What follows belongs to an exercise in optimizing a design on an open flow for small area; a production flow would make more cautious choices. Only simulation tests tie the RTL to the original design; equivalence was not proved. Power is estimated from default activity; no workload was simulated.

==> flow/config.mk <==
export PLATFORM = sky130hd
export DESIGN_NAME = synth_ctrl
export DESIGN_NICKNAME = synth_ctrl
export VERILOG_FILES = /design/flow/design.v
export SDC_FILE = /design/flow/constraint.sdc
export NUM_CORES = 4
export LEC_CHECK = 0
export CAP_MARGIN = 20
export CORE_MARGIN = 2
export CORE_UTILIZATION = 40
export SLEW_MARGIN = 20
==> flow/constraint.sdc <==
create_clock -name core_clock -period 10.0 [get_ports {clk}]
set_input_delay 2.0000 -clock core_clock [delete_from_list [all_inputs] [get_ports {clk}]]
set_output_delay 2.0000 -clock core_clock [all_outputs]
set_load 0.01 [all_outputs]
==> flow/design.v <==
module synth_ctrl_drv #(
    parameter HOLD_US = 10
) (
    input  wire       clk,
    input  wire       rst,
    input  wire       us_tick,
    input  wire       start,
    input  wire [4:0] addr,
    input  wire [7:0] data,
    output wire       busy,
    output reg  [7:0] bus,
    output reg        ale,
    output reg        cs_n
);
    localparam D_IDLE  = 3'd0;
    localparam D_LOW   = 3'd1;
    localparam D_LATCH = 3'd2;
    localparam D_ALE   = 3'd3;
    localparam D_DATA  = 3'd4;
    localparam D_CS    = 3'd5;
    reg [2:0] state;
    reg [4:0] a_q;
    reg [7:0] d_q;
    reg [3:0] cnt;
    assign busy = (state != D_IDLE);
    always @(posedge clk) begin
        if (rst) begin
            state <= D_IDLE;
            a_q   <= 5'd0;
            d_q   <= 8'd0;
            cnt   <= 4'd0;
            bus   <= 8'd0;
            ale   <= 1'b0;
            cs_n  <= 1'b1;
        end else begin
            case (state)
                D_IDLE: begin
                    if (start) begin
                        a_q   <= addr;
                        d_q   <= data;
                        bus   <= {4'd0, addr[3:0]};
                        state <= D_LOW;
                    end
                end
                D_LOW: begin
                    bus   <= {3'd0, a_q};
                    state <= D_LATCH;
                end
                D_LATCH: begin
                    ale   <= 1'b1;
                    cnt   <= 4'd0;
                    state <= D_ALE;
                end
                D_ALE: begin
                    if (cnt == HOLD_US) begin
                        ale   <= 1'b0;
                        state <= D_DATA;
                    end else if (us_tick) begin
                        cnt <= cnt + 4'd1;
                    end
                end
                D_DATA: begin
                    bus   <= d_q;
                    cnt   <= 4'd0;
                    state <= D_CS;
                end
                D_CS: begin
                    if (cs_n) begin
                        cs_n <= 1'b0;
                    end else if (cnt == HOLD_US) begin
                        cs_n  <= 1'b1;
                        state <= D_IDLE;
                    end else if (us_tick) begin
                        cnt <= cnt + 4'd1;
                    end
                end
                default: state <= D_IDLE;
            endcase
        end
    end
endmodule
module synth_ctrl (
    input  wire        clk,
    input  wire        rst,           
    input  wire        tick,          
    input  wire        us_tick,       
    output reg  [3:0]  sel,
    output wire        adc_req,
    input  wire        adc_valid,
    input  wire [9:0]  adc_data,
    output wire [7:0]  bus,
    output wire        ale,
    output wire        cs_n,
    output reg         nv_rd,
    output reg         nv_we,
    output reg         nv_word,
    output reg  [7:0]  nv_addr,
    output reg  [15:0] nv_wdata,
    input  wire        nv_rvalid,
    input  wire [15:0] nv_rdata,
    output reg  [7:0]  led,
    output reg         led_sync,
    output reg         led_valid
);
    localparam SETTLE_US   = 500;
    localparam OFF_MAX     = 613;
    localparam OFF_DEFAULT = 306;
    localparam [7:0] WF_NONE  = 8'h00;
    localparam [7:0] WF_TRI   = 8'h10;
    localparam [7:0] WF_SAW   = 8'h20;
    localparam [7:0] WF_PULSE = 8'h40;
    localparam [7:0] WF_NOISE = 8'h80;
    localparam [1:0] O3_NONE = 2'd0;
    localparam [1:0] O3_SYNC = 2'd1;
    localparam [1:0] O3_RING = 2'd2;
    localparam [4:0] A_F1LO = 5'h00, A_F1HI = 5'h01;
    localparam [4:0] A_PWLO = 5'h02, A_PWHI = 5'h03;
    localparam [4:0] A_CTRL = 5'h04, A_SUS  = 5'h06;
    localparam [4:0] A_F2LO = 5'h07, A_F2HI = 5'h08;
    localparam [4:0] A_F3LO = 5'h0E, A_F3HI = 5'h0F;
    localparam [4:0] A_FCLO = 5'h15, A_FCHI = 5'h16;
    localparam [4:0] A_RES  = 5'h17, A_MODE = 5'h18;
    localparam [7:0] SUS_FULL = 8'hF0;
    localparam [7:0] SUS_OFF  = 8'h00;
    localparam [3:0] RES_LOW  = 4'h7;
    localparam [3:0] MODE_LOW = 4'hF;
    localparam [7:0] NV_SETTINGS = 8'h00;
    localparam [7:0] NV_TUNING   = 8'h02;
    localparam F = 0, W = 1, R = 2;
    localparam [4:0] P_IDLE   = 5'd0;
    localparam [4:0] P_SCAN   = 5'd1;
    localparam [4:0] P_DEB    = 5'd2;
    localparam [4:0] P_TTOG   = 5'd3;
    localparam [4:0] P_TADJ   = 5'd4;
    localparam [4:0] P_MUTE   = 5'd5;
    localparam [4:0] P_FILT   = 5'd6;
    localparam [4:0] P_WDEF   = 5'd7;
    localparam [4:0] P_WNEXT  = 5'd8;
    localparam [4:0] P_WPOT   = 5'd9;
    localparam [4:0] P_O3NEXT = 5'd10;
    localparam [4:0] P_O3CV   = 5'd11;
    localparam [4:0] P_CTRL   = 5'd12;
    localparam [4:0] P_FMODE  = 5'd13;
    localparam [4:0] P_FREQ   = 5'd14;
    localparam [4:0] P_PW     = 5'd15;
    localparam [4:0] P_FC     = 5'd16;
    localparam [4:0] P_RES    = 5'd17;
    localparam [4:0] P_SAVE   = 5'd18;
    localparam [4:0] P_LED    = 5'd19;
    localparam [4:0] P_LOAD   = 5'd31;
    localparam [1:0] S_SEL    = 2'd0;
    localparam [1:0] S_SETTLE = 2'd1;
    localparam [1:0] S_REQ    = 2'd2;
    localparam [1:0] S_WAIT   = 2'd3;
    localparam [1:0] L_RDB    = 2'd0;
    localparam [1:0] L_WAITB  = 2'd1;
    localparam [1:0] L_RDW    = 2'd2;
    localparam [1:0] L_WAITW  = 2'd3;
    reg [4:0]  phase;
    reg [1:0]  sub;
    reg [3:0]  ch;
    reg [9:0]  wait_cnt;
    reg [2:0]  wi;
    reg [9:0]  x [0:10];
    reg [7:0]  waveform;
    reg [11:0] pulse_width;
    reg [10:0] filter_cutoff;
    reg [3:0]  resonance;
    reg [1:0]  filter_type;
    reg [1:0]  o3_mode;
    reg        gate_off;
    reg [9:0]  freq_ch [1:3];
    reg [9:0]  tuning_offset;
    reg        tuning_mode;
    reg [2:0]  switch_mask;
    reg [2:0]  ignore_mask;
    reg        ctrl_dirty;
    reg        ctrl_resync;
    reg        filter_dirty;
    reg        caches_valid;
    reg        offset_changed;
    reg        pending;
    reg        drv_start;
    reg [4:0]  drv_addr;
    reg [7:0]  drv_data;
    wire       drv_busy;
    synth_ctrl_drv u_drv (
        .clk     (clk),
        .rst     (rst),
        .us_tick (us_tick),
        .start   (drv_start),
        .addr    (drv_addr),
        .data    (drv_data),
        .busy    (drv_busy),
        .bus     (bus),
        .ale     (ale),
        .cs_n    (cs_n)
    );
    assign adc_req = (phase == P_SCAN) && (sub == S_REQ);
    wire [2:0] fresh = switch_mask & ~ignore_mask;
    wire [7:0] wfe       = (o3_mode == O3_RING) ? WF_TRI : waveform;
    wire [7:0] ctrl_byte = wfe | {5'd0, (o3_mode == O3_RING), (o3_mode == O3_SYNC), ~gate_off};
    reg  [3:0] fmode_hi;
    always @(*) begin
        case (filter_type)
            2'd0:    fmode_hi = 4'h1;
            2'd1:    fmode_hi = 4'h2;
            2'd2:    fmode_hi = 4'h4;
            default: fmode_hi = 4'h5;
        endcase
    end
    wire [1:0]  fk      = wi[2:1];
    wire [9:0]  f_raw   = x[5 + fk];
    wire [9:0]  f_cache = freq_ch[1 + fk];
    wire [10:0] f_idx   = {1'b0, f_raw} + {1'b0, tuning_offset};
    wire [15:0] f_val   = f_idx * 16'd40 + 16'd16;      
    wire        f_need  = !caches_valid || (f_raw != f_cache) || offset_changed;
    reg  [4:0]  f_alo, f_ahi;
    always @(*) begin
        case (fk)
            2'd0:    begin f_alo = A_F1LO; f_ahi = A_F1HI; end
            2'd1:    begin f_alo = A_F2LO; f_ahi = A_F2HI; end
            default: begin f_alo = A_F3LO; f_ahi = A_F3HI; end
        endcase
    end
    wire [11:0] pw_raw = {x[8], 2'b00};
    wire [11:0] pw_val = (pw_raw < 12'd160) ? 12'd160 : pw_raw;
    wire [10:0] fc_val = {x[9], 1'b0};
    wire [3:0]  res_val = x[10][9:6];
    reg  [7:0] pot_wf;
    always @(*) begin
        if (x[3] > 10'd767)      pot_wf = WF_PULSE;
        else if (x[3] > 10'd511) pot_wf = WF_SAW;
        else if (x[3] > 10'd255) pot_wf = WF_TRI;
        else                     pot_wf = WF_NOISE;
    end
    wire [8:0] wf_shift = {waveform, 1'b0};
    wire [7:0] wf_next  = (wf_shift > 9'h080) ? WF_TRI : wf_shift[7:0];
    wire [1:0] o3_next = (o3_mode == O3_RING) ? O3_NONE : o3_mode + 2'd1;
    reg  [2:0] fled;
    always @(*) begin
        case (filter_type)
            2'd0:    fled = 3'b001;
            2'd1:    fled = 3'b010;
            2'd2:    fled = 3'b100;
            default: fled = 3'b101;
        endcase
    end
    wire [3:0] ld_nib  = nv_rdata[7:4];
    wire       ld_wfok = (ld_nib == 4'h1) || (ld_nib == 4'h2) || (ld_nib == 4'h4) || (ld_nib == 4'h8);
    wire [15:0] ld_word = nv_rdata;
    wire [9:0] ld_off  = ld_word[15]             ? 10'd0 :
                         (ld_word > OFF_MAX)     ? OFF_MAX[9:0] :
                                                   ld_word[9:0];
    integer i;
    always @(posedge clk) begin
        if (rst) begin
            phase          <= P_LOAD;
            sub            <= L_RDB;
            ch             <= 4'd0;
            wait_cnt       <= 10'd0;
            wi             <= 3'd0;
            for (i = 0; i <= 10; i = i + 1)
                x[i] <= 10'd0;
            waveform       <= WF_NONE;
            pulse_width    <= 12'd160;
            filter_cutoff  <= 11'd0;
            resonance      <= 4'd0;
            filter_type    <= 2'd0;
            o3_mode        <= O3_NONE;
            gate_off       <= 1'b0;
            freq_ch[1]     <= 10'd0;
            freq_ch[2]     <= 10'd0;
            freq_ch[3]     <= 10'd0;
            tuning_offset  <= OFF_DEFAULT[9:0];
            tuning_mode    <= 1'b0;
            switch_mask    <= 3'd0;
            ignore_mask    <= 3'd0;
            ctrl_dirty     <= 1'b1;
            ctrl_resync    <= 1'b0;
            filter_dirty   <= 1'b1;
            caches_valid   <= 1'b0;
            offset_changed <= 1'b0;
            pending        <= 1'b0;
            sel            <= 4'd0;
            nv_rd          <= 1'b0;
            nv_we          <= 1'b0;
            nv_word        <= 1'b0;
            nv_addr        <= 8'd0;
            nv_wdata       <= 16'd0;
            led            <= 8'd0;
            led_sync       <= 1'b0;
            led_valid      <= 1'b0;
            drv_start      <= 1'b0;
            drv_addr       <= 5'd0;
            drv_data       <= 8'd0;
        end else begin
            nv_rd     <= 1'b0;
            nv_we     <= 1'b0;
            led_valid <= 1'b0;
            drv_start <= 1'b0;
            if (tick && phase != P_IDLE)
                pending <= 1'b1;
            if (drv_start || drv_busy) begin
            end else begin
                case (phase)
                P_LOAD: begin
                    case (sub)
                        L_RDB: begin
                            nv_rd   <= 1'b1;
                            nv_word <= 1'b0;
                            nv_addr <= NV_SETTINGS;
                            sub     <= L_WAITB;
                        end
                        L_WAITB: begin
                            if (nv_rvalid) begin
                                if (nv_rdata[7:0] == 8'hFF) begin
                                    waveform      <= WF_NONE;
                                    filter_type   <= 2'd0;
                                    o3_mode       <= O3_NONE;
                                    tuning_offset <= OFF_DEFAULT[9:0];
                                    phase         <= P_IDLE;
                                end else begin
                                    waveform    <= ld_wfok ? {ld_nib, 4'h0} : WF_NONE;
                                    filter_type <= nv_rdata[3:2];
                                    o3_mode     <= (nv_rdata[1:0] == 2'd3) ? O3_NONE : nv_rdata[1:0];
                                    sub         <= L_RDW;
                                end
                            end
                        end
                        L_RDW: begin
                            nv_rd   <= 1'b1;
                            nv_word <= 1'b1;
                            nv_addr <= NV_TUNING;
                            sub     <= L_WAITW;
                        end
                        default: begin
                            if (nv_rvalid) begin
                                tuning_offset <= ld_off;
                                phase         <= P_IDLE;
                            end
                        end
                    endcase
                end
                P_IDLE: begin
                    if (tick || pending) begin
                        pending <= pending && tick;
                        phase   <= P_SCAN;
                        sub     <= S_SEL;
                        ch      <= 4'd0;
                    end
                end
                P_SCAN: begin
                    case (sub)
                        S_SEL: begin
                            sel      <= ch;
                            wait_cnt <= 10'd0;
                            sub      <= S_SETTLE;
                        end
                        S_SETTLE: begin
                            if (wait_cnt == SETTLE_US)
                                sub <= S_REQ;
                            else if (us_tick)
                                wait_cnt <= wait_cnt + 10'd1;
                        end
                        S_REQ: begin
                            sub <= S_WAIT;
                        end
                        default: begin
                            if (adc_valid) begin
                                x[ch] <= adc_data;
                                if (ch == 4'd10) begin
                                    phase <= P_DEB;
                                end else begin
                                    ch  <= ch + 4'd1;
                                    sub <= S_SEL;
                                end
                            end
                        end
                    endcase
                end
                P_DEB: begin
                    switch_mask <= {x[2] > 10'd512, x[1] > 10'd512, x[0] > 10'd512};
                    phase       <= P_TTOG;
                end
                P_TTOG: begin
                    if ((fresh[F] && fresh[R]) || (fresh[F] && ignore_mask[R])) begin
                        ignore_mask <= ignore_mask | 3'b101;
                        tuning_mode <= !tuning_mode;
                        if (!tuning_mode) begin
                            if (o3_mode != O3_NONE) begin
                                o3_mode    <= O3_NONE;
                                ctrl_dirty <= 1'b1;
                            end
                        end else begin
                            nv_we    <= 1'b1;
                            nv_word  <= 1'b1;
                            nv_addr  <= NV_TUNING;
                            nv_wdata <= {6'd0, tuning_offset};
                        end
                    end
                    phase <= P_TADJ;
                end
                P_TADJ: begin
                    if (tuning_mode) begin
                        if (switch_mask[F] && !switch_mask[R]) begin
                            if (tuning_offset != 10'd0)
                                tuning_offset <= tuning_offset - 10'd1;
                            offset_changed <= (tuning_offset != 10'd0);
                        end else if (switch_mask[R] && !switch_mask[F]) begin
                            if (tuning_offset != OFF_MAX[9:0])
                                tuning_offset <= tuning_offset + 10'd1;
                            offset_changed <= (tuning_offset != OFF_MAX[9:0]);
                        end else if (switch_mask[R] && switch_mask[F]) begin
                            if (tuning_offset == 10'd0)
                                tuning_offset <= 10'd1;
                            offset_changed <= (tuning_offset == 10'd0);
                        end else begin
                            offset_changed <= 1'b0;
                        end
                    end else begin
                        offset_changed <= 1'b0;
                    end
                    phase <= P_MUTE;
                end
                P_MUTE: begin
                    if (fresh[W] && fresh[R]) begin
                        ignore_mask <= ignore_mask | 3'b110;
                        if (!gate_off) begin
                            gate_off   <= 1'b1;
                            ctrl_dirty <= 1'b1;
                            drv_start  <= 1'b1;
                            drv_addr   <= A_SUS;
                            drv_data   <= SUS_OFF;
                        end
                    end
                    phase <= P_FILT;
                end
                P_FILT: begin
                    if (!tuning_mode && fresh[F]) begin
                        ignore_mask  <= ignore_mask | 3'b001;
                        filter_type  <= filter_type + 2'd1;
                        filter_dirty <= 1'b1;
                    end
                    phase <= P_WDEF;
                end
                P_WDEF: begin
                    if (waveform == WF_NONE) begin
                        waveform   <= WF_PULSE;
                        ctrl_dirty <= 1'b1;
                    end
                    phase <= P_WNEXT;
                end
                P_WNEXT: begin
                    if (fresh[W]) begin
                        ignore_mask <= ignore_mask | 3'b010;
                        if (gate_off) begin
                            gate_off    <= 1'b0;
                            ctrl_dirty  <= 1'b1;
                            ctrl_resync <= 1'b1;
                            drv_start   <= 1'b1;
                            drv_addr    <= A_SUS;
                            drv_data    <= SUS_FULL;
                        end else begin
                            if (wf_next != waveform) begin
                                waveform   <= wf_next;
                                ctrl_dirty <= 1'b1;
                            end
                        end
                    end
                    phase <= P_WPOT;
                end
                P_WPOT: begin
                    if (x[3] > 10'd50) begin
                        if (pot_wf != waveform) begin
                            waveform   <= pot_wf;
                            ctrl_dirty <= 1'b1;
                        end
                    end
                    phase <= P_O3NEXT;
                end
                P_O3NEXT: begin
                    if (!tuning_mode && !gate_off && fresh[R]) begin
                        ignore_mask <= ignore_mask | 3'b100;
                        o3_mode     <= o3_next;
                        ctrl_dirty  <= 1'b1;
                        if (o3_next == O3_NONE)
                            ctrl_resync <= 1'b1;
                    end
                    phase <= P_O3CV;
                end
                P_O3CV: begin
                    if (!tuning_mode) begin
                        if (x[4] > 10'd750) begin
                            if (o3_mode != O3_RING) begin
                                o3_mode    <= O3_RING;
                                ctrl_dirty <= 1'b1;
                            end
                        end else if (x[4] > 10'd300) begin
                            if (o3_mode != O3_SYNC) begin
                                o3_mode    <= O3_SYNC;
                                ctrl_dirty <= 1'b1;
                            end
                        end else if (x[4] <= 10'd100) begin
                            if (o3_mode != O3_NONE) begin
                                o3_mode     <= O3_NONE;
                                ctrl_dirty  <= 1'b1;
                                ctrl_resync <= 1'b1;
                            end
                        end
                    end
                    phase <= P_CTRL;
                    wi    <= 3'd0;
                end
                P_CTRL: begin
                    if (!ctrl_dirty) begin
                        phase <= P_FMODE;
                    end else if (wi == 3'd0) begin
                        if (ctrl_resync) begin
                            drv_start <= 1'b1;
                            drv_addr  <= A_CTRL;
                            drv_data  <= wfe;
                        end
                        wi <= 3'd1;
                    end else begin
                        drv_start   <= 1'b1;
                        drv_addr    <= A_CTRL;
                        drv_data    <= ctrl_byte;
                        ctrl_dirty  <= 1'b0;
                        ctrl_resync <= 1'b0;
                        wi          <= 3'd0;
                        phase       <= P_FMODE;
                    end
                end
                P_FMODE: begin
                    if (filter_dirty) begin
                        drv_start    <= 1'b1;
                        drv_addr     <= A_MODE;
                        drv_data     <= {fmode_hi, MODE_LOW};
                        filter_dirty <= 1'b0;
                    end
                    phase <= P_FREQ;
                    wi    <= 3'd0;
                end
                P_FREQ: begin
                    if (!f_need) begin
                        if (fk == 2'd2) begin
                            phase <= P_PW;
                            wi    <= 3'd0;
                        end else begin
                            wi <= {fk + 2'd1, 1'b0};
                        end
                    end else if (!wi[0]) begin
                        drv_start <= 1'b1;
                        drv_addr  <= f_alo;
                        drv_data  <= f_val[7:0];
                        wi        <= wi + 3'd1;
                    end else begin
                        drv_start   <= 1'b1;
                        drv_addr    <= f_ahi;
                        drv_data    <= f_val[15:8];
                        freq_ch[1 + fk] <= f_raw;
                        if (fk == 2'd2) begin
                            phase <= P_PW;
                            wi    <= 3'd0;
                        end else begin
                            wi <= wi + 3'd1;
                        end
                    end
                end
                P_PW: begin
                    if (!caches_valid || pw_val != pulse_width) begin
                        if (!wi[0]) begin
                            drv_start <= 1'b1;
                            drv_addr  <= A_PWLO;
                            drv_data  <= pw_val[7:0];
                            wi        <= 3'd1;
                        end else begin
                            drv_start   <= 1'b1;
                            drv_addr    <= A_PWHI;
                            drv_data    <= {4'd0, pw_val[11:8]};
                            pulse_width <= pw_val;
                            wi          <= 3'd0;
                            phase       <= P_FC;
                        end
                    end else begin
                        phase <= P_FC;
                    end
                end
                P_FC: begin
                    if (!caches_valid || fc_val != filter_cutoff) begin
                        if (!wi[0]) begin
                            drv_start <= 1'b1;
                            drv_addr  <= A_FCLO;
                            drv_data  <= {5'd0, fc_val[2:0]};
                            wi        <= 3'd1;
                        end else begin
                            drv_start     <= 1'b1;
                            drv_addr      <= A_FCHI;
                            drv_data      <= fc_val[10:3];
                            filter_cutoff <= fc_val;
                            wi            <= 3'd0;
                            phase         <= P_RES;
                        end
                    end else begin
                        phase <= P_RES;
                    end
                end
                P_RES: begin
                    if (!caches_valid || res_val != resonance) begin
                        drv_start <= 1'b1;
                        drv_addr  <= A_RES;
                        drv_data  <= {res_val, RES_LOW};
                        resonance <= res_val;
                    end
                    caches_valid <= 1'b1;
                    phase        <= P_SAVE;
                end
                P_SAVE: begin
                    if (switch_mask != 3'd0) begin
                        nv_we    <= 1'b1;
                        nv_word  <= 1'b0;
                        nv_addr  <= NV_SETTINGS;
                        nv_wdata <= {8'd0, waveform[7:4], filter_type, o3_mode};
                    end else begin
                        ignore_mask <= 3'd0;
                    end
                    phase <= P_LED;
                end
                P_LED: begin
                    if (tuning_mode) begin
                        led      <= 8'hFF;
                        led_sync <= 1'b1;
                    end else begin
                        led[7:4] <= gate_off ? 4'h0 :
                                    (o3_mode == O3_RING) ? WF_TRI[7:4] : waveform[7:4];
                        led[3]   <= (o3_mode == O3_RING);
                        led[2:0] <= fled;
                        led_sync <= (o3_mode == O3_SYNC);
                    end
                    led_valid <= 1'b1;
                    phase     <= P_IDLE;
                end
                default: phase <= P_IDLE;
                endcase
            end
        end
    end
endmodule
==> flow/run.sh <==
#!/bin/bash
# synth_recipe.tcl (not shown) runs the flow's synth.tcl, then flattens the netlist and writes it again
# the make line also repeats each setting of config.mk as NAME=value (left out here)
make -C /OpenROAD-flow-scripts/flow DESIGN_CONFIG=/design/flow/config.mk WORK_HOME=/design/flow/orfs CLKGATE_MAP_FILE= SYNTH_SCRIPT=/design/flow/synth_recipe.tcl finish
==> notes.md <==
[report_power, final]
group,switching [µW],leakage [µW],internal (µW)
clock network,559,0.000606,822
logic,1140,0.00335,750
registers,176,0.00276,1430
total,1880,0.00672,3000
[metal layers]
layer,GRT usage,part of all wire
met1,0.308,0.43
met4,0.0751,0.025
met3,0.0302,0.068
met5,0,0
met2,0.380,0.47
[per-stage QoR]
step | cells | total power, µW | utilization
finish | 2425 | 4880 | 0.460
global route | 2425 | 5190 | 0.460
CTS | 2425 | 4880 | 0.460
detailed placement | 2359 | 3490 | 0.430
global placement | 2359 | 3470 | 0.430
floorplan | 1846 | 3000 | -
[registers in the layout, summed over array words and instances (netlist names), 3 cells and up]
register and count:
drv_data 8, drv_addr 5, ignore_mask 3, pulse_width 10, ch 4, wi 3, x 120, nv_wdata 10
u_drv.d_q 8, led 8, tuning_offset 10, switch_mask 3, u_drv.state 3, u_drv.cnt 4, wait_cnt 10, resonance 4
filter_cutoff 10, u_drv.a_q 5, freq_ch 40, sel 4, waveform 4, u_drv.bus 8, phase 5
[cell usage after synthesis, drive strengths merged, types with 4 or more instances]
cell	instances
a32oi	6
o211ai	7
o311ai	6
nor3	52
a221oi	11
o221ai	6
o21a	5
a221o	7
inv	65
o32ai	5
clkbuf	81
nor4b	4
and2	16
edfxtp	150
nor4	14
and3	10
o22ai	9
ha	59
nand4	17
xnor2	34
buf	33
nor3b	4
nand3b	9
a22oi	11
or3	16
or2	13
a311oi	14
o41ai	6
xor2	29
dfxtp	161
o21ai	82
nand3	43
o2111ai	4
a21o	5
a21oi	117
mux2i	41
nor2b	16
a211oi	40
nand2	184
mux4	30
nand2b	22
nor2	317
o31ai	9
a31oi	15
clkinv	6
[kinds of logic after synthesis]
kind of cell,after synthesis
buffers and inverters,185
AOI/OAI and AO/OA,392
adders and majority gates,61
other,1
and+or+nand+nor,749
DFF,311
xor gates and xnor gates,63
muxes,72
[layout make-up]
type                    count  area (µm²)
fillers                  3941       22700
multi-input cells        1350        8540
flip-flops and latches    311        7730
clock buffers              48        1010
repair buffers             88         833
well taps                 539         674
inverters                  71         267
clock inverters            18         236
[how the worst max path moves through the flow]
stage / startpoint / endpoint / slack, ns
3_3_place_gp: wi[1]$_SDFFE_PP0P_ / drv_data[7]$_SDFFE_PP0P_ / 2.65
4_1_cts: wi[1]$_SDFFE_PP0P_ / drv_data[7]$_SDFFE_PP0P_ / 2.49
2_1_floorplan: wi[1]$_SDFFE_PP0P_ / drv_data[7]$_SDFFE_PP0P_ / 4.14
6_report: wi[1]$_SDFFE_PP0P_ / drv_data[7]$_SDFFE_PP0P_ / 2.90
3_5_place_dp: wi[1]$_SDFFE_PP0P_ / drv_data[7]$_SDFFE_PP0P_ / 2.50
5_1_grt: wi[1]$_SDFFE_PP0P_ / drv_data[7]$_SDFFE_PP0P_ / 2.20
[critical path, delay by kind of cell, from the launching register on]
family          cells  cell delay (ns)
xor+xnor            3             0.51
flops               1             0.30
simple gates        3             0.72
buf+inv             4             1.18
fa+ha+maj           4             1.86
mux                 2             0.86
compound gates      9             1.56
==> notes.md <==
Vias=between 10000 and 15000; register area share after synthesis=0.455; Mean Syn Cell Area=9.26 µm²; worst rel slew slack=0.251; average vias per placed instance=between 5 and 6; #FFs+latches synth=311; Clk pin slew, worst setup/hold paths=roughly 0.060 ns; TritonCTS buffer count=36; Antenna Nets Post-Route=0; number of flops mapped to enable cells by yosys=150; Root Buffer=clkbuf_16; H-Tree Level Count=2; Routed WL=50300 µm; I/O Buffers=70; CP dominant cell by count=a21oi_1; Initial Utilization=0.405; Remaining DRCs=0; nets@finish=just under 2000; number of global-route vias before repair=13300; clock tree from TritonCTS=done; cell area after synthesis=0.0170 mm²; crit share post-route=0.710; Hold Crit Endpoint=u_drv.a_q[1]$_SDFFE_PP0P_; initial antenna violation count=0; share of cells above drive strength 1=0.0764; DRT Pass-1 Iters=6; ant diodes=0; type of the worst min-delay path=flip-flop to flip-flop; status=complete, no violations; Pwr per Cell Area=around 250 mW/mm²; CTS sink cnt=slightly above 300; CP max-delay cell=ha_2; R2R depth=25; leakage=0.00672 µW; wire per inst=roughly 21 µm; hold wc startpoint=u_drv.a_q[1]$_SDFFE_PP0P_; nature of the critical path startpoint=flip-flop; post-CTS sizing=0; Final Hold Slack=0.455 ns; Post-Synth Adder-Cell Area=0.0458; die height=210 µm; Crit Path Class=flip-flop to flip-flop; setup ws final=about 2.9 ns; top post-synthesis cells by area=edfxtp_1 (27%), dfxtp_1 (19%), nor2_1 (7.0%); fraction of synthesized area in multiplexers=0.0682; WP data required=10.48 ns; commonest cells after routing, fill and taps aside=nor2_1 (317), nand2_1 (184), dfxtp_1 (161); most common cell after layout, fill and taps aside=nor2_1; Final Hold Vio Count=0; Netlist cell types=84; Syn Inst Count=1834; Max Fclk=around 0.14 GHz; clk_skew=around 0.019 ns; xor and xnor fraction of the mapped netlist area=0.0325; Tightest Pin Transition=1.12 ns; DRT iter0 DRCs=between 1000 and 1500; simple-gate share of the synthesized area=0.201; reg-to-reg endpoint=drv_data[7]$_SDFFE_PP0P_; worst-skew pair later-pin latency=~0.57 ns; Die ar.=0.0441 mm²; Area Overhead vs Synth=13.6%; Synth Area in Compound Gates=0.151; maxcap violations=0; Final Critical Period=~7.1 ns; Yosys top cell area share=0.265; pre-CTS setup slack=about 2.5 ns; IO Pins=84; critical path endpoint category=flip-flop; Worst VDD drop=0.224 mV; Top FF cell, synth=dfxtp_1; HPWL after DPL=approximately 36000 µm; largest family of logic cells by synthesized area=simple AND/OR/NAND/NOR gates; Row Count=between 70 and 80; number of setup buffers added after CTS=0; Final Instance Area=between 0.015 and 0.02 mm²; FFs w/ async S/R, synth=0; peak fanout along the critical path=21; placed cell area=~0.018 mm²; largest net degree at the start of global routing=78; Slew Viols, Final=0; DIE WIDTH=210 µm; CP max stage delay=~0.91 ns; warnings from Yosys=2; setup violators final=0; global-route wire length before repair=approximately 78000 µm; Overflow after GRT=0; setup TNS=0 ns; crit path DAT=7.58 ns; unrepaired setup endpoints after global routing=no; Hold Path Depth=2; Total GRT Usage=0.228; setup slack, reg-to-reg=2.90 ns; clock buffer depth=3; area of the core=about 0.042 mm²; RR Startpoint=wi[1]$_SDFFE_PP0P_; CTS Hold Buffers Added=0; Synth area leader=edfxtp_1; final RePlAce weighted congestion=roughly 0.95

## static timing again, ports no longer ideal
No port has a modelled driver above. Below, the same layout with a new extraction and two added sets of constraints. Step 1: set_driving_cell puts a clkbuf_16 on clk and a buf_2 on each other input, an assumption about the parent block. Step 2 times the ports against the registers' clock, not the clock port: input delays grow and output delays shrink by t, the midpoint of the rising clock arrivals with the driver on. a / b / c = ideal ports / drivers / drivers and shift; a / b = the first two.
t, ns: 0.612
setup slack, ns: 2.900 / 2.900 / 2.900
latest minus earliest clock arrival (ns): 0.020 / 0.020
worst slew at a driven data input, ns: 0.04
pins driven straight from the clock port: 1
After both steps this run still meets setup and hold. For this run, drivers alone change the setup slack by 0.000 ns; drivers and shift together by 0.000 ns.
